This design comes from an exercise in tuning for small area on the open sky130 flow, not from production work. At most, simulation tests tie the RTL to the original design; equivalence was not proved. The RTL of run 2 was laid out without a check of its function. Power is estimated from default activity; no workload was simulated.

==> flow/config.mk <==
export PLATFORM = sky130hd
export DESIGN_NAME = ppc
export DESIGN_NICKNAME = ppc
export VERILOG_FILES = /design/flow/design.v
export SDC_FILE = /design/flow/constraint.sdc
export NUM_CORES = 4
export LEC_CHECK = 0
export CAP_MARGIN = 20
export CORE_MARGIN = 2
export CORE_UTILIZATION = 40
export PLACE_DENSITY = 0.6
export SLEW_MARGIN = 20
==> flow/constraint.sdc <==
create_clock -name core_clock -period 18.0 [get_ports {clk}]
set_input_delay 3.6000 -clock core_clock [delete_from_list [all_inputs] [get_ports {clk}]]
set_output_delay 3.6000 -clock core_clock [all_outputs]
set_load 0.01 [all_outputs]
==> flow/design.v <==
module ppc (
    input  wire        clk,
    input  wire        rst,
    input  wire        bus_sel,
    input  wire        bus_write,
    input  wire [11:0] bus_addr,
    input  wire [31:0] bus_wdata,
    output reg  [31:0] bus_rdata,
    output wire        bus_ready,
    output wire        irq
);
    localparam integer NP = 36;
    localparam [1:0] PH_IDLE = 2'd0, PH_RUN = 2'd1, PH_SNAP = 2'd2, PH_DONE = 2'd3;
    localparam [2:0] E_ILLEGAL = 3'd1, E_STATE = 3'd2, E_SIZE = 3'd3, E_FULL = 3'd4;
    localparam [1:0] K_GRAY = 2'd0, K_BLUR = 2'd1, K_SOBEL = 2'd2;
    reg  [1:0]  phase;
    reg         wsel;
    reg  [11:0] w, h;
    reg         nz;               
    reg  [15:0] stages;           
    reg  [3:0]  stage_cnt;
    reg  [3:0]  stage_ptr;
    reg  [31:0] pix_xy;
    reg  [23:0] pix_data;
    reg  [31:0] scl_in;
    reg  [23:0] scl_out;          
    reg  [2:0]  irq_en;
    reg  [2:0]  irq_status;
    reg  [2:0]  err_code;
    reg  [7:0]  err_op;
    reg  [24*NP-1:0] b0;
    reg  [8*NP-1:0]  b1;
    wire [23:0] head0 = b0[23:0];
    wire [7:0]  head1 = b1[7:0];
    reg  [5:0]  p, cx, cy;
    reg         clr;              
    assign irq = |(irq_status & irq_en);
    wire [5:0] w6 = w[5:0], h6 = h[5:0];
    wire [5:0] cx1    = cx + 6'd1;
    wire [5:0] cy1    = cy + 6'd1;
    wire       lastx  = (cx1 == w6);
    wire       lasty  = (cy1 == h6);
    wire       in_img = (cy < h6);
    wire       p_wrap = (p == NP - 1);
    wire [9:0]  word   = bus_addr[11:2];
    wire        wr     = bus_sel & bus_write;
    wire        cmd_wr = wr && (word == 10'h001);
    wire [7:0]  op     = bus_wdata[31:24];
    wire [23:0] opnd   = bus_wdata[23:0];
    wire h_in    = nz && (pix_xy[15:6] == 10'd0) && (pix_xy[31:22] == 10'd0) &&
                   (pix_xy[5:0] < w6) && (pix_xy[21:16] < h6);
    wire h_match = (cx == pix_xy[5:0]) && (cy == pix_xy[21:16]);
    reg        c_illegal;
    reg        c_state;
    reg [2:0]  c_err;
    wire [11:0] iw = opnd[11:0], ih = opnd[23:12];
    reg  [5:0]  hmax;
    always @* begin
        case (iw[5:0])
            6'd1: hmax = 6'd36;  6'd2: hmax = 6'd18;  6'd3: hmax = 6'd12;
            6'd4: hmax = 6'd9;   6'd5: hmax = 6'd7;   6'd6: hmax = 6'd6;
            6'd7: hmax = 6'd5;   6'd8, 6'd9: hmax = 6'd4;
            6'd10, 6'd11, 6'd12: hmax = 6'd3;
            6'd13, 6'd14, 6'd15, 6'd16, 6'd17, 6'd18: hmax = 6'd2;
            default: hmax = (iw[5:0] <= 6'd36) ? 6'd1 : 6'd0;
        endcase
    end
    wire init_big = (iw != 12'd0) && (ih != 12'd0) &&
                    (iw[11:6] != 6'd0 || ih[11:6] != 6'd0 || ih[5:0] > hmax);
    always @* begin
        c_illegal = 1'b0;
        c_state   = 1'b0;
        c_err     = 3'd0;
        case (op)
            8'h00, 8'h03, 8'h04, 8'h10, 8'h11, 8'h20, 8'h21, 8'h22:
                c_illegal = (opnd != 24'd0);
            8'h01: c_illegal = 1'b0;
            8'h02: c_illegal = (opnd[23:2] != 22'd0) || (opnd[1:0] == 2'd3);
            default: c_illegal = 1'b1;
        endcase
        case (op)
            8'h01: c_state = (phase == PH_RUN) || (phase == PH_SNAP);
            8'h02: c_state = (phase != PH_IDLE);
            8'h03: c_state = (phase != PH_IDLE);
            8'h04: c_state = (phase != PH_SNAP);
            8'h10: c_state = (phase == PH_RUN);
            8'h11: c_state = (phase != PH_IDLE);
            default: c_state = 1'b0;
        endcase
        if (c_illegal)
            c_err = E_ILLEGAL;
        else if (c_state)
            c_err = E_STATE;
        else if (op == 8'h01 && init_big)
            c_err = E_SIZE;
        else if (op == 8'h02 && stage_cnt[3])
            c_err = E_FULL;
    end
    wire c_ok = cmd_wr && (c_err == 3'd0);
    wire pix_cmd  = c_ok && (op == 8'h10 || op == 8'h11);
    wire pix_wait = pix_cmd && h_in && !h_match;
    assign bus_ready = !pix_wait;
    wire do_init = c_ok && op == 8'h01;
    wire do_add  = c_ok && op == 8'h02;
    wire do_exec = c_ok && op == 8'h03;
    wire do_ack  = c_ok && op == 8'h04;
    wire do_pixr = c_ok && op == 8'h10 && !pix_wait;
    wire do_pixw = c_ok && op == 8'h11 && h_in && h_match;
    wire do_scl  = c_ok && (op == 8'h20 || op == 8'h21 || op == 8'h22);
    wire signed [31:0] sin = scl_in;
    reg [23:0] scl_res;
    always @* begin
        case (op[1:0])
            2'd0: scl_res = scl_in[31:8];
            2'd1: scl_res = scl_in[31] ? 24'd0 : ((scl_in[30:8] != 23'd0) ? 24'd255 : {16'd0, scl_in[7:0]});
            default: scl_res = scl_in[31:8] + {23'd0, scl_in[31] && (scl_in[7:0] != 8'd0)};
        endcase
    end
    reg         tbusy;            
    reg         vbusy;            
    reg  [1:0]  vc;               
    reg         bg;               
    reg  [6:0]  bc;               
    reg         bdir;             
    reg         btwo;             
    reg         started;          
    reg  [1:0]  k;                
    reg  [5:0]  tx, ty;           
    reg  [11:0] acc;
    reg         s1, s2;           
    wire [1:0]  kern  = stages[{stage_ptr[2:0], 1'b0} +: 2];
    wire        blur  = (kern == K_BLUR);
    wire [23:0] h0e  = clr ? 24'd0 : head0;
    wire [7:0]  sr   = wsel ? head1 : h0e[7:0];
    wire [5:0]  dxm = cx - tx;
    wire [5:0]  dym = cy - ty;
    wire dx_m = (dxm == 6'h3F), dx_z = (dxm == 6'd0), dx_p = (dxm == 6'd1);
    wire dy_m = (dym == 6'h3F), dy_z = (dym == 6'd0), dy_p = (dym == 6'd1);
    wire nbr  = (dx_m | dx_z | dx_p) & (dy_m | dy_z | dy_p) & in_img;
    wire at_t = dx_z & dy_z;
    reg        a_neg, a_zero, a_sh1, a_sh2;
    always @* begin
        a_neg = 1'b0; a_zero = 1'b0; a_sh1 = 1'b0; a_sh2 = 1'b0;
        if (blur) begin
            a_sh1 = dx_z ^ dy_z;
            a_sh2 = dx_z & dy_z;
        end else if (k == 2'd0) begin           
            a_zero = dx_z;
            a_neg  = dx_m;
            a_sh1  = dy_z;
        end else if (k == 2'd1) begin           
            a_zero = dy_z;
            a_neg  = dy_m;
            a_sh1  = dx_z;
        end else begin                          
            a_zero = (dx_z & dy_z) | (!dx_z && !dy_z && ((dx_m ^ s1) != (dy_m ^ s2)));
            a_neg  = dx_z ? (dy_m ^ s2) : (dx_m ^ s1);
        end
    end
    wire [11:0] mag = a_zero ? 12'd0 : (a_sh2 ? {2'd0, sr, 2'd0} : a_sh1 ? {3'd0, sr, 1'd0} : {4'd0, sr});
    wire [11:0] nb  = acc + (a_neg ? ~mag : mag) + {11'd0, a_neg};
    wire [7:0]  sob_v = (nb[11:7] != 5'd0) ? 8'd255 : {nb[6:0], 1'b0};
    wire interior  = (cx != 6'd0) && (cy != 6'd0) && !lastx && !lasty;
    wire last_pass = blur || (k == 2'd2);
    wire [15:0] gsum = h0e[7:0] * 8'd77 + h0e[15:8] * 8'd150 + h0e[23:16] * 8'd29;
    wire [7:0]  g_v  = gsum[15:8];
    wire w1 = (w6 == 6'd1), h1 = (h6 == 6'd1);
    wire tiny = (w1 && h6[5:3] == 3'd0 && h6[2:0] <= 3'd4) ||
                (h1 && w6[5:3] == 3'd0 && w6[2:0] <= 3'd4) ||
                (w6 == 6'd2 && h6 == 6'd2);
    wire [1:0] tiny_last = w1 ? h6[1:0] - 2'd1 : h1 ? w6[1:0] - 2'd1 : 2'd3;
    wire cap      = tbusy && !started && in_img;       
    wire pass_end = tbusy && started && at_t;
    wire t_write  = pass_end && last_pass;
    wire t_done   = t_write && lastx && lasty;
    wire b_first  = bg && (bc < 7'd36);
    wire b_end    = bg && (btwo ? (bc == 7'd71) : (bc == 7'd35));
    wire g_done   = vbusy && (tiny ? (vc == tiny_last) : b_end);
    wire nz_img     = nz;
    wire eng_run    = (phase == PH_RUN);
    wire eng_finish = eng_run && (stage_ptr == stage_cnt);
    wire eng_start  = eng_run && !tbusy && !vbusy && (stage_ptr != stage_cnt) &&
                      (kern == K_GRAY || !nz_img || (p_wrap && !bg));
    wire g_start    = eng_start && nz_img && (kern == K_GRAY);
    wire eng_swap   = g_done || t_done || (eng_start && !nz_img);
    wire t_wr  = t_write && (blur || interior || stage_ptr == 4'd0);
    wire [7:0] t_val = blur ? nb[11:4] : interior ? sob_v : 8'd0;
    wire [7:0] gsrc  = bdir ? head1 : g_v;             
    wire       b_d   = bg && b_first;                   
    wire       b_s   = bg && btwo;                      
    wire [7:0] b_sv  = b_first ? gsrc : (bdir ? head0[7:0] : head1);
    reg [23:0] ins0;
    reg [7:0]  ins1;
    always @* begin
        ins0 = h0e;
        ins1 = head1;
        if (do_pixw)
            ins0 = pix_data;
        if (t_wr) begin
            if (wsel) ins0 = {t_val, t_val, t_val};
            else      ins1 = t_val;
        end
        if (b_d) begin
            if (bdir) ins0 = {gsrc, gsrc, gsrc};
            else      ins1 = gsrc;
        end
        if (b_s) begin
            if (bdir) ins1 = b_sv;
            else      ins0 = {b_sv, b_sv, b_sv};
        end
    end
    wire [23:0] wpix = wsel ? {ins1, ins1, ins1} : ins0;
    always @(posedge clk) begin
        b0 <= {ins0, b0[24*NP-1:24]};
        b1 <= {ins1, b1[8*NP-1:8]};
    end
    always @(posedge clk) begin
        if (rst) begin
            phase      <= PH_IDLE;
            wsel       <= 1'b0;
            w          <= 12'd0;
            h          <= 12'd0;
            nz         <= 1'b0;
            stage_cnt  <= 4'd0;
            stage_ptr  <= 4'd0;
            pix_xy     <= 32'd0;
            pix_data   <= 24'd0;
            scl_in     <= 32'd0;
            scl_out    <= 24'd0;
            irq_en     <= 3'd0;
            irq_status <= 3'd0;
            err_code   <= 3'd0;
            err_op     <= 8'd0;
            tbusy      <= 1'b0;
            vbusy      <= 1'b0;
            bg         <= 1'b0;
            clr        <= 1'b0;
            p          <= 6'd0;
            cx         <= 6'd0;
            cy         <= 6'd0;
        end else begin
            if (do_init || p_wrap) begin
                p  <= 6'd0;
                cx <= 6'd0;
                cy <= 6'd0;
            end else begin
                p <= p + 6'd1;
                if (lastx) begin
                    cx <= 6'd0;
                    cy <= cy1;
                end else
                    cx <= cx1;
            end
            if (do_init)
                clr <= 1'b1;
            else if (p_wrap)
                clr <= 1'b0;
            if (wr) begin
                case (word)
                    10'h004: pix_xy   <= bus_wdata;
                    10'h005: pix_data <= bus_wdata[23:0];
                    10'h006: scl_in   <= bus_wdata;
                    10'h008: irq_en   <= bus_wdata[2:0];
                    10'h009: begin
                        irq_status <= irq_status & ~bus_wdata[2:0];
                        if (bus_wdata[2]) begin
                            err_code <= 3'd0;
                            err_op   <= 8'd0;
                        end
                    end
                    default: ;
                endcase
            end
            if (cmd_wr && c_err != 3'd0) begin
                err_code      <= c_err;
                err_op        <= op;
                irq_status[2] <= 1'b1;
            end
            if (do_add)
                stage_cnt <= stage_cnt + 4'd1;
            if (do_exec) begin
                stage_ptr <= 4'd0;
                phase     <= PH_RUN;
            end
            if (do_ack)
                phase <= PH_RUN;
            if (do_pixr)
                pix_data <= h_in ? wpix : 24'd0;
            if (do_scl)
                scl_out <= scl_res;
            if (eng_finish) begin
                phase         <= PH_DONE;
                irq_status[1] <= 1'b1;
            end
            if (eng_start && nz_img && kern != K_GRAY)
                tbusy <= 1'b1;
            if (t_done)
                tbusy <= 1'b0;
            if (g_start)
                vbusy <= 1'b1;
            if (g_done)
                vbusy <= 1'b0;
            if (g_start)
                bg <= 1'b1;
            if (b_end && !(g_start && b_first))
                bg <= 1'b0;
            if (eng_swap) begin
                wsel          <= ~wsel;
                stage_ptr     <= stage_ptr + 4'd1;
                phase         <= PH_SNAP;
                irq_status[0] <= 1'b1;
            end
            if (do_init) begin
                w         <= opnd[11:0];
                h         <= opnd[23:12];
                nz        <= (iw != 12'd0) && (ih != 12'd0);
                wsel      <= 1'b0;
                stage_cnt <= 4'd0;
                stage_ptr <= 4'd0;
                phase     <= PH_IDLE;
                tbusy     <= 1'b0;
                vbusy     <= 1'b0;
                bg        <= 1'b0;
            end
        end
    end
    always @(posedge clk)
        if (!rst && do_add)
            stages[{stage_cnt[2:0], 1'b0} +: 2] <= opnd[1:0];
    always @(posedge clk) begin
        vc <= g_start ? 2'd0 : vc + 2'd1;
        if (g_start && !bg) begin
            bc   <= 7'd0;
            bdir <= wsel;
            btwo <= 1'b0;
        end else begin
            bc <= bc + 7'd1;
            if (g_start && b_first)
                btwo <= 1'b1;
        end
        if (rst || !tbusy) begin
            started <= 1'b0;
            k       <= 2'd0;
            acc     <= 12'd0;
        end else if (cap) begin
            started <= 1'b1;
            tx      <= cx;
            ty      <= cy;
        end else if (pass_end) begin
            acc <= 12'd0;
            if (k == 2'd0) s1 <= nb[11];
            if (k == 2'd1) s2 <= nb[11];
            if (last_pass) begin
                k       <= 2'd0;
                started <= 1'b0;
            end else
                k <= k + 2'd1;
        end else if (started && nbr) begin
            acc <= nb;
        end
    end
    always @* begin
        bus_rdata = 32'd0;
        case (word)
            10'h000: bus_rdata = 32'h4950_4507;
            10'h002: bus_rdata = {err_op, 4'd0, stage_cnt, 4'd0, stage_ptr, 1'b0, err_code, 1'b0, wsel, phase};
            10'h003: bus_rdata = {8'd0, h, w};
            10'h004: bus_rdata = pix_xy;
            10'h005: bus_rdata = {8'd0, pix_data};
            10'h006: bus_rdata = scl_in;
            10'h007: bus_rdata = {{8{scl_out[23]}}, scl_out};
            10'h008: bus_rdata = {29'd0, irq_en};
            10'h009: bus_rdata = {29'd0, irq_status};
            10'h00A: bus_rdata = 32'h0000_2408;
            default:
                if (word[9:3] == 7'h08 && {1'b0, word[2:0]} < stage_cnt)
                    bus_rdata = {30'd0, stages[{word[2:0], 1'b0} +: 2]};
        endcase
    end
endmodule
==> flow/run.sh <==
#!/bin/bash
# synth_recipe.tcl (not shown) runs the flow's synth.tcl, then flattens the netlist and writes it again
# the make line also repeats each setting of config.mk as NAME=value (left out here)
make -C /OpenROAD-flow-scripts/flow DESIGN_CONFIG=/design/flow/config.mk WORK_HOME=/design/flow/orfs CLKGATE_MAP_FILE= SYNTH_SCRIPT=/design/flow/synth_recipe.tcl finish
==> summary.md, run 1 <==
| Metric | Value |
|---|---|
| Setup slack of the worst register-to-register path | around 9 ns |
| Seq/Total Area, Yosys | 0.657 |
| Number of fill cells | 9763 |
| Source of the critical timing path | bus_wdata[2] |
| Largest fanout on the critical path | 14 |
| Clock-pin slew of the registers on the worst-case setup and hold paths | roughly 0.060 ns |
| Later-pin clock latency in the skew report | roughly 0.75 ns |
| Width of the die | 332 µm |
| Deepest clock path buffer count | 3 |
| Dominant combinational cell family by area after synthesis | simple AND/OR/NAND/NOR gates |
| Count of endpoints failing hold in the final timing report | 0 |
| Number of global-route vias before repair | around 25000 |
| Height of the chip | 332 µm |
| Critical Path Source Type | input port |
| Global-route wire length before repair | around 140000 µm |
| Maximum number of pins on one net before global-route repair | 83 |
| Gpl congestion | roughly 0.90 |
| Starting DRT DRC Count | 1714 |
| Share of synthesized cell area in and, or, nand and nor gates | 0.101 |
| Row count | 120 |
| Number of buffers inserted to repair setup after CTS | 0 |
| Peak Freq | 85.3 MHz |
| Register bit count reported by yosys | 1395 |
| Gr usage total | 0.168 |
| Number of nets with antenna violations after detailed routing | 0 |
| Post-synth EDFFs | 31 |
| Post-synthesis compound-gate area fraction | 0.0941 |
| Total number of vias | 26200 |
| CTS buffer count | 136 |
| Routed wirelength normalized by instance count | 17.6 µm |
| MaxCap Viol Count | 0 |
| Status | timing/DRC/antenna clean |
| Post-synthesis async set-or-reset flop share | 0 |
| Nets@finish | 4050 |
| H-tree depth | 4 |
| Post-placement cell count | 5051 |
| Setup repair after global routing missed its margin | no |
| CTS sink cnt | around 1400 |
| CTS tree | yes |
| Setup slack after layout | around 6.3 ns |
| Class of the most critical hold timing path | reg -> reg |
| Critical R2R Capture | pix_data[15] |
| Maximum VDD drop | ~0.00008 V |
| Vias per cell | a little under 5 |
| Arrival time reported for the critical path endpoint | 8.12 ns |
| Measured slew at the worst slew-check pin | ~1.1 ns |
| Worst-case setup slack after placement | 6.39 ns |
| Most frequent cells in the layout | dfxtp_1 (1364), nand2_1 (386), a21oi_1 (236) |
| Post-route DRC violation count | 0 |
| Critical path capture point type | primary output |
| Share of post-route cells with drive strength above 1 | 0.0815 |
| Adder-cell share of the synthesized area | 0.0730 |
| Depth of the most critical reg-to-reg path | 30 |
| Initial antenna violation count | 8 |
| Finished layout cell area | between 40000 and 50000 µm² |
| Final Slew Violations | 0 |
| Number of top-level design ports | 82 |
| Data required time at the worst endpoint | 14.40 ns |
| Total power per unit cell area | 123 nW/µm² |
| Post-cts resize count | 0 |
| Fin crit share | 0.651 |
| Area grow syn2layout | 16.1% |
| DRT Wirelength | 93000 µm |
| Commonest non-fill, non-tap cell in the layout | dfxtp_1 |
| Number of detailed-route iterations in the first pass | 6 |
| Cell at the root of the clock tree | clkbuf_16 |
| Period minus WS final | 11.72 ns |
| Fraction of synthesized cell area taken by the top area cell type | 0.635 |
| Reg-to-Reg Start | clr |
| Port bufs | 79 |
| Most used flip-flop cell after synthesis | dfxtp_1 |
| Final standard cell count with taps included and fillers excluded | around 5300 |
| Final clock skew | 0.0528 ns |
| Standard cell core area | 107000 µm² |
| Remaining max-slew budget at the tightest pin | 0.280 |
| Area after DPL | 45300 µm² |
| Avg Synthesized Cell Area | 11.7 µm² |
| Leakage | slightly above 20 nW |
| Synthesized-area fraction occupied by xor and xnor cells | 0.0206 |
| Gate Count Post-Synth | roughly 3700 |
| Synth warn | 1 |
| Starting density of the core | 0.402 |
| Dominant cells by area after synthesis | dfxtp_1 (64%), ha_1 (4.6%), nand2_1 (3.4%), a21oi_1 (2.7%), fa_1 (2.7%) |
| Cell variety after synth | between 90 and 100 |
| Post-layout util | 0.467 |
| Syn Std Cell Area | 43000 µm² |
| Total negative setup slack | 0 ns |
| Syn nets | ~4000 |
| Total of hold buffers inserted after clock tree synthesis | 0 |
| # setup viols final | 0 |
| Setup Crit Path Kind | in -> out |
| Area of the die | 110000 µm² |
| Final HPWL from detailed placement | about 64000 µm |
| Setup crit end | bus_ready |
| Total grt overflow | 0 |
| Top cell type by total area after synthesis | dfxtp_1 |
| Mux contribution to synthesized area | 0.0259 |
worst min path at each step:
stage / start / endpoint / cells past startpoint
floorplan: b0[24] / b0[0] / 0
global placement: b0[476] / b0[452] / 0
detailed placement: b0[27] / b0[3] / 0
CTS: b0[416] / b0[392] / 0
global route: b1[92] / b1[84] / 0
finish: b0[560] / b0[536] / 0
area by class of cell:
cell class                      count  area, µm²  area share
Sequential cell                  1395      28200       0.566
Multi-Input combinational cell   1955      13500       0.271
Clock buffer                      183       3790      0.0760
Tap cell                         1403       1760      0.0352
Timing Repair Buffer              111       1020      0.0204
Clock inverter                     60        852      0.0171
Inverter                          187        702      0.0141
Antenna cell                        1       2.50   0.0000501
critical path: stages:
cell	delay (ns)
clkdlybuf4s50_1	0.76
nor4_1	0.89
nand3b_1	0.15
ha_1	0.32
a21o_1	0.18
a21oi_1	0.13
a21oi_1	0.15
o211a_1	0.27
or2_2	0.33
nor3_1	0.18
buf_4	0.19
and3_1	0.19
nand3_1	0.20
clkdlybuf4s50_1	0.55
Yosys cell counts (58+ instances only):
master / number
inv_1: 186
nand3_1: 58
nand2_1: 386
fa_1: 58
dfxtp_1: 1364
ha_1: 158
nor2_1: 212
o21ai_0: 106
xnor2_1: 69
mux2i_1: 64
a21oi_1: 236
clkbuf_1: 116
layer usage:
| metal | GRT usage | up-vias | share of wire | routed length (µm) |
|---|---|---|---|---|
| met4 | 0.0792 | 10 | 0.041 | 3820 |
| met3 | 0.0354 | 224 | 0.067 | 6250 |
| met2 | 0.259 | 816 | 0.44 | 40800 |
| li1 | - | 12700 | - | - |
| met1 | 0.227 | 12500 | 0.45 | 42100 |
| met5 | 0 | - | 0.00067 | 62 |
flip-flops by register name, indices dropped and copies added, names as in the netlist, 7 cells and up:
register	count
acc	12
b0	864
b1	288
bc	7
err_op	8
h	12
pix_data	24
pix_xy	32
scl_in	32
scl_out	24
stages	16
w	12
stage by stage:
stage               total power [mW]  hold slack [ns]
floorplan                       3.30            0.310
global placement                3.35            0.310
detailed placement              3.35            0.312
CTS                             6.20            0.282
global route                    6.34            0.298
finish                          6.11            0.290
power by group:
part           switching, mW  internal, mW  leakage [nW]
clock network           1.20          1.63          2.24
logic                  0.109        0.0653          6.83
registers            0.00827          3.10          11.3
total                   1.32          4.80          20.3
logic make-up (layout without fill, tap and decap cells):
kind of cell | count (synthesis) | count (layout)
buf+inv | 322 | 541
other cells | 0 | 1
mux | 89 | 89
compound gates | 622 | 622
xor+xnor | 97 | 97
flops | 1395 | 1395
simple gates | 931 | 931
fa+ha+maj | 216 | 216
==> run 2, diff against run 1 <==
--- a/flow/design.v
+++ b/flow/design.v
@@ -16,7 +16,6 @@
     reg  [1:0]  phase;
     reg         wsel;
     reg  [11:0] w, h;
-    reg         nz;               
     reg  [15:0] stages;           
     reg  [3:0]  stage_cnt;
     reg  [3:0]  stage_ptr;
@@ -35,20 +34,18 @@
     reg  [5:0]  p, cx, cy;
     reg         clr;              
     assign irq = |(irq_status & irq_en);
-    wire [5:0] w6 = w[5:0], h6 = h[5:0];
-    wire [5:0] cx1    = cx + 6'd1;
-    wire [5:0] cy1    = cy + 6'd1;
-    wire       lastx  = (cx1 == w6);
-    wire       lasty  = (cy1 == h6);
-    wire       in_img = (cy < h6);
+    wire [6:0] cx1    = cx + 6'd1;
+    wire       lastx  = ({5'd0, cx1} == w);
+    wire       lasty  = ({6'd0, cy} == h - 12'd1);
+    wire       in_img = ({6'd0, cy} < h);
     wire       p_wrap = (p == NP - 1);
     wire [9:0]  word   = bus_addr[11:2];
     wire        wr     = bus_sel & bus_write;
     wire        cmd_wr = wr && (word == 10'h001);
     wire [7:0]  op     = bus_wdata[31:24];
     wire [23:0] opnd   = bus_wdata[23:0];
-    wire h_in    = nz && (pix_xy[15:6] == 10'd0) && (pix_xy[31:22] == 10'd0) &&
-                   (pix_xy[5:0] < w6) && (pix_xy[21:16] < h6);
+    wire h_in    = (pix_xy[15:6] == 10'd0) && (pix_xy[31:22] == 10'd0) &&
+                   ({6'd0, pix_xy[5:0]} < w) && ({6'd0, pix_xy[21:16]} < h);
     wire h_match = (cx == pix_xy[5:0]) && (cy == pix_xy[21:16]);
     reg        c_illegal;
     reg        c_state;
@@ -164,11 +161,11 @@
     wire last_pass = blur || (k == 2'd2);
     wire [15:0] gsum = h0e[7:0] * 8'd77 + h0e[15:8] * 8'd150 + h0e[23:16] * 8'd29;
     wire [7:0]  g_v  = gsum[15:8];
-    wire w1 = (w6 == 6'd1), h1 = (h6 == 6'd1);
-    wire tiny = (w1 && h6[5:3] == 3'd0 && h6[2:0] <= 3'd4) ||
-                (h1 && w6[5:3] == 3'd0 && w6[2:0] <= 3'd4) ||
-                (w6 == 6'd2 && h6 == 6'd2);
-    wire [1:0] tiny_last = w1 ? h6[1:0] - 2'd1 : h1 ? w6[1:0] - 2'd1 : 2'd3;
+    wire w1 = (w == 12'd1), h1 = (h == 12'd1);
+    wire tiny = (w1 && h[11:3] == 9'd0 && h[2:0] <= 3'd4) ||
+                (h1 && w[11:3] == 9'd0 && w[2:0] <= 3'd4) ||
+                (w == 12'd2 && h == 12'd2);
+    wire [1:0] tiny_last = w1 ? h[1:0] - 2'd1 : h1 ? w[1:0] - 2'd1 : 2'd3;
     wire cap      = tbusy && !started && in_img;       
     wire pass_end = tbusy && started && at_t;
     wire t_write  = pass_end && last_pass;
@@ -176,7 +173,7 @@
     wire b_first  = bg && (bc < 7'd36);
     wire b_end    = bg && (btwo ? (bc == 7'd71) : (bc == 7'd35));
     wire g_done   = vbusy && (tiny ? (vc == tiny_last) : b_end);
-    wire nz_img     = nz;
+    wire nz_img     = (w != 12'd0) && (h != 12'd0);
     wire eng_run    = (phase == PH_RUN);
     wire eng_finish = eng_run && (stage_ptr == stage_cnt);
     wire eng_start  = eng_run && !tbusy && !vbusy && (stage_ptr != stage_cnt) &&
@@ -220,7 +217,6 @@
             wsel       <= 1'b0;
             w          <= 12'd0;
             h          <= 12'd0;
-            nz         <= 1'b0;
             stage_cnt  <= 4'd0;
             stage_ptr  <= 4'd0;
             pix_xy     <= 32'd0;
@@ -247,9 +243,9 @@
                 p <= p + 6'd1;
                 if (lastx) begin
                     cx <= 6'd0;
-                    cy <= cy1;
+                    cy <= cy + 6'd1;
                 end else
-                    cx <= cx1;
+                    cx <= cx1[5:0];
             end
             if (do_init)
                 clr <= 1'b1;
@@ -313,7 +309,6 @@
             if (do_init) begin
                 w         <= opnd[11:0];
                 h         <= opnd[23:12];
-                nz        <= (iw != 12'd0) && (ih != 12'd0);
                 wsel      <= 1'b0;
                 stage_cnt <= 4'd0;
                 stage_ptr <= 4'd0;
@@ -359,6 +354,7 @@
             acc <= nb;
         end
     end
+    wire [7:0] stg_i = word[7:0] - 8'h40;
     always @* begin
         bus_rdata = 32'd0;
         case (word)
@@ -373,8 +369,8 @@
             10'h009: bus_rdata = {29'd0, irq_status};
             10'h00A: bus_rdata = 32'h0000_2408;
             default:
-                if (word[9:3] == 7'h08 && {1'b0, word[2:0]} < stage_cnt)
-                    bus_rdata = {30'd0, stages[{word[2:0], 1'b0} +: 2]};
+                if (word >= 10'h040 && word <= 10'h13E && {4'd0, stg_i[3:0]} < {4'd0, stage_cnt} && stg_i[7:4] == 4'd0)
+                    bus_rdata = {30'd0, stages[{stg_i[2:0], 1'b0} +: 2]};
         endcase
     end
 endmodule
==> run 2 against run 1 <==
- cell area decreased by 0.12%
- non-clock buffer count increased by 5
- critical path depth increased by 3
- largest cell class unchanged
- hold slack got worse by 0.0046 ns
- largest power group unchanged
- first-iteration DRC count increased by 38%
- sequential cell count decreased by 1
- critical path type unchanged
==> summary.md, run 2 <==
| Metric | Value |
|---|---|
| Arrival time reported for the critical path endpoint | between 8 and 9 ns |
| Total Power | 6.10 mW |
| Post-synth EDFFs | 31 |
| Number of detailed-route iterations in the first pass | 6 |
| Measured slew at the worst slew-check pin | 1.13 ns |
| Clock-pin slew of the registers on the worst-case setup and hold paths | 0.06 ns |
| Most used flip-flop cell after synthesis | dfxtp_1 |
| Comb pwr share | 0.026 |
| Commonest non-fill, non-tap cell in the layout | dfxtp_1 |
| Avg Synthesized Cell Area | 11.8 µm² |
| Routed wl met3 | between 5000 and 6000 µm |
| Reg-to-Reg Start | clr |
| CTS buffer count | 134 |
| Register with the highest flop count | b0 |
| Fraction of synthesized cell area taken by the top area cell type | 0.636 |
| Gate Count Post-Synth | 3642 |
| Peak Freq | 84.0 MHz |
| Switching Power | 1.30 mW |
| Cell variety after synth | 106 |
| Fin crit share | 0.661 |
| Routed wirelength normalized by instance count | 17.4 µm |
| Startpoint of the lowest-slack hold path | b0[42] |
| Nets@finish | 4024 |
| Class of the most critical hold timing path | reg -> reg |
| Leading cell type by number of instances after synthesis | dfxtp_1 |
| Synth warn | 1 |
| Total of hold buffers inserted after clock tree synthesis | 0 |
| Int Power | 4.80 mW |
| Global-route wire length before repair | 143000 µm |
| # setup viols final | 0 |
| Port bufs | 79 |
| Library cell contributing the largest single delay on the critical path | clkdlybuf4s50_1 |
| Total negative setup slack | 0 ns |
| Critical R2R Capture | b0[862] |
| Most common library cells after synthesis | dfxtp_1 (1363), nand2_1 (288), nor2_1 (278) |
| Total power per unit cell area | 122 nW/µm² |
| Gpl congestion | about 0.9 |
| Post-placement cell count | 5025 |
| H-tree depth | 4 |
| Number of buffers inserted to repair setup after CTS | 0 |
| Final HPWL from detailed placement | approximately 63000 µm |
| Area grow syn2layout | 16.2% |
| Crit path buffers/inverters | 2 |
| Number of antenna cells inserted | 0 |
| Gr usage total | 0.167 |
| Deepest clock path buffer count | 3 |
| Worst hold slack | 0.285 ns |
| Top cell type by total area after synthesis | dfxtp_1 |
| Height of the chip | 331 µm |
| Cell at the root of the clock tree | clkbuf_16 |
| Registers with the highest flip-flop counts | b0 (864), b1 (288) |
| Final Slew Violations | 0 |
| CTS tree | yes |
| Source of the critical timing path | bus_wdata[1] |
| Number of global-route vias before repair | 25200 |
| Routed wire length on met2 | approximately 40000 µm |
| Post-synthesis async set-or-reset flop share | 0 |
| Number of fill cells | between 9000 and 10000 |
| Initial antenna violation count | 5 |
| Clock group share of total power | 0.464 |
| Setup crit end | bus_ready |
| Later-pin clock latency in the skew report | 0.76 ns |
| Flip-flop count of the largest register, all copies and words added | 864 |
| Total grt overflow | 0 |
| Switching Share | 0.213 |
| Highest metal layer used by the detailed router | met4 |
| Total number of vias | 26200 |
| Post-route DRC violation count | 0 |
| CTS sink cnt | 1394 |
| Critical path capture point type | primary output |
| Remaining max-slew budget at the tightest pin | 0.247 |
| Largest fanout on the critical path | 21 |
| Crit path depth | 17 |
| Seq/Total Area, Yosys | 0.658 |
| Area of the die | 110000 µm² |
| Row count | 120 |
| Leakage | a little over 20 nW |
| Setup Crit Path Kind | in -> out |
| Count of endpoints failing hold in the final timing report | 0 |
| Register bit count reported by yosys | 1394 |
| Critical Path Source Type | input port |
| Final clock skew | 0.0675 ns |
| Most frequent cells in the layout | dfxtp_1 (1363), nand2_1 (288), nor2_1 (276) |
| Standard cell core area | 107000 µm² |
| Post-layout util | 0.467 |
| Depth of the most critical reg-to-reg path | 27 |
| Maximum number of pins on one net before global-route repair | 84 |
| Final standard cell count with taps included and fillers excluded | about 5300 |
| Number of top-level design ports | 82 |
| Wire length the detailed router placed on met1 | 42300 µm |
| MaxCap Viol Count | 0 |
| Syn nets | between 3000 and 4000 |
| Post-cts resize count | 0 |
| Starting density of the core | 0.402 |
| Number of nets with antenna violations after detailed routing | 0 |
| Width of the die | roughly 330 µm |
| Share of total power in sequential cells | 0.510 |
| Biggest cell delay along the critical path | 0.94 ns |
| DRT Wirelength | 91800 µm |
| Setup repair after global routing missed its margin | no |
| CP top delay family | simple AND/OR/NAND/NOR gates |
| Setup slack of the worst register-to-register path | 9.26 ns |
| Syn Std Cell Area | 42900 µm² |
| Dominant cells by area after synthesis | dfxtp_1 (64%), ha_1 (4.7%), fa_1 (2.7%), nand2_1 (2.5%), nor2_1 (2.4%) |
| Starting DRT DRC Count | around 2400 |
| Maximum VDD drop | 0.0000819 V |
| Status | timing/DRC/antenna clean |
| Worst-path cell chain | clkdlybuf4s50_1, nor2_1, o21ai_0, a31oi_1, a221o_1, ha_1, nor2b_1, o21a_1, o21bai_1, a21oi_1, o21bai_1, a221oi_1, nor3_2, nand3_2, or4_4, nand2b_1, clkdlybuf4s50_1 |
| Share of post-route cells with drive strength above 1 | 0.0844 |
| Period minus WS final | 11.90 ns |
| Vias per cell | 4.97 |
| Data required time at the worst endpoint | approximately 14 ns |
[run 2: area by class of cell]
class                           instances  area, µm²  area share
Timing Repair Buffer                  116       1070      0.0214
Multi-Input combinational cell       1929      13500       0.270
Inverter                              183        687      0.0138
Sequential cell                      1394      28200       0.566
Clock buffer                          185       3840      0.0770
Tap cell                             1403       1760      0.0352
Clock inverter                         56        806      0.0162
[run 2: logic make-up after synthesis]
kind of cell / after synthesis / synth area share
AOI/OAI and AO/OA: 594 / 0.0953
muxes: 77 / 0.0197
buffers and inverters: 319 / 0.0287
DFF: 1394 / 0.658
and+or+nand+nor: 949 / 0.105
adders and majority gates: 218 / 0.0738
xor gates and xnor gates: 91 / 0.0194
[run 2: power groups by stage]
stage               logic, mW  registers, mW  clock network, mW
floorplan               0.105           3.17                  0
global placement        0.157           3.18                  0
detailed placement      0.158           3.18                  0
CTS                     0.159           3.11               2.91
global route            0.176           3.11               3.03
finish                  0.161           3.11               2.83
[run 2: worst min-delay path by stage]
stage	to	slack, ns	cells after the start
final	b0[18]	0.29	0
after global routing	b0[18]	0.28	0
after CTS	b0[18]	0.29	0
after detailed placement	b0[183]	0.31	0
after global placement	b0[678]	0.31	0
after floorplan	b0[0]	0.31	0
[run 2: stage by stage]
step | cell area [µm²] | worst slack, ns
2_1_floorplan | 42900 | 8.12
3_3_place_gp | 45200 | 6.16
3_5_place_dp | 45200 | 6.19
4_1_cts | 49800 | 6.18
5_1_grt | 49800 | 5.86
6_report | 49800 | 6.10
[run 2: per-layer routing]
metal	track usage	vias up
met1	0.229	12500
met2	0.256	898
met3	0.0310	168
met4	0.0734	0
met5	0	-
li1	-	12600

[what the ideal ports hide]
No port has a modelled driver above. Below, the same layouts with a new extraction and two added sets of constraints. Step 1: set_driving_cell puts a clkbuf_16 on clk and a buf_2 on each other input, an assumption about the parent block. Step 2 adds t to the input delays and takes it off the output delays; t is the mean of the earliest and latest rising clock arrival at the registers after step 1. Input paths then give back, and output paths get back, about the clock's delay inside the block. a / b / c = ideal ports / drivers / drivers and shift; a / b = the first two.
run	t (ns)	setup slack, ns	worst hold slack (ns)	cell pins on the clock port's net
run 1	0.798	6.282 / 6.239 / 6.239	0.290 / 0.290 / 0.290	1
run 2	0.799	6.099 / 6.072 / 6.072	0.285 / 0.285 / 0.285	1
After both steps setup and hold are still met in every run listed. For run 1, which loses most, drivers alone change the setup slack by -0.043 ns; drivers and shift together by -0.043 ns.
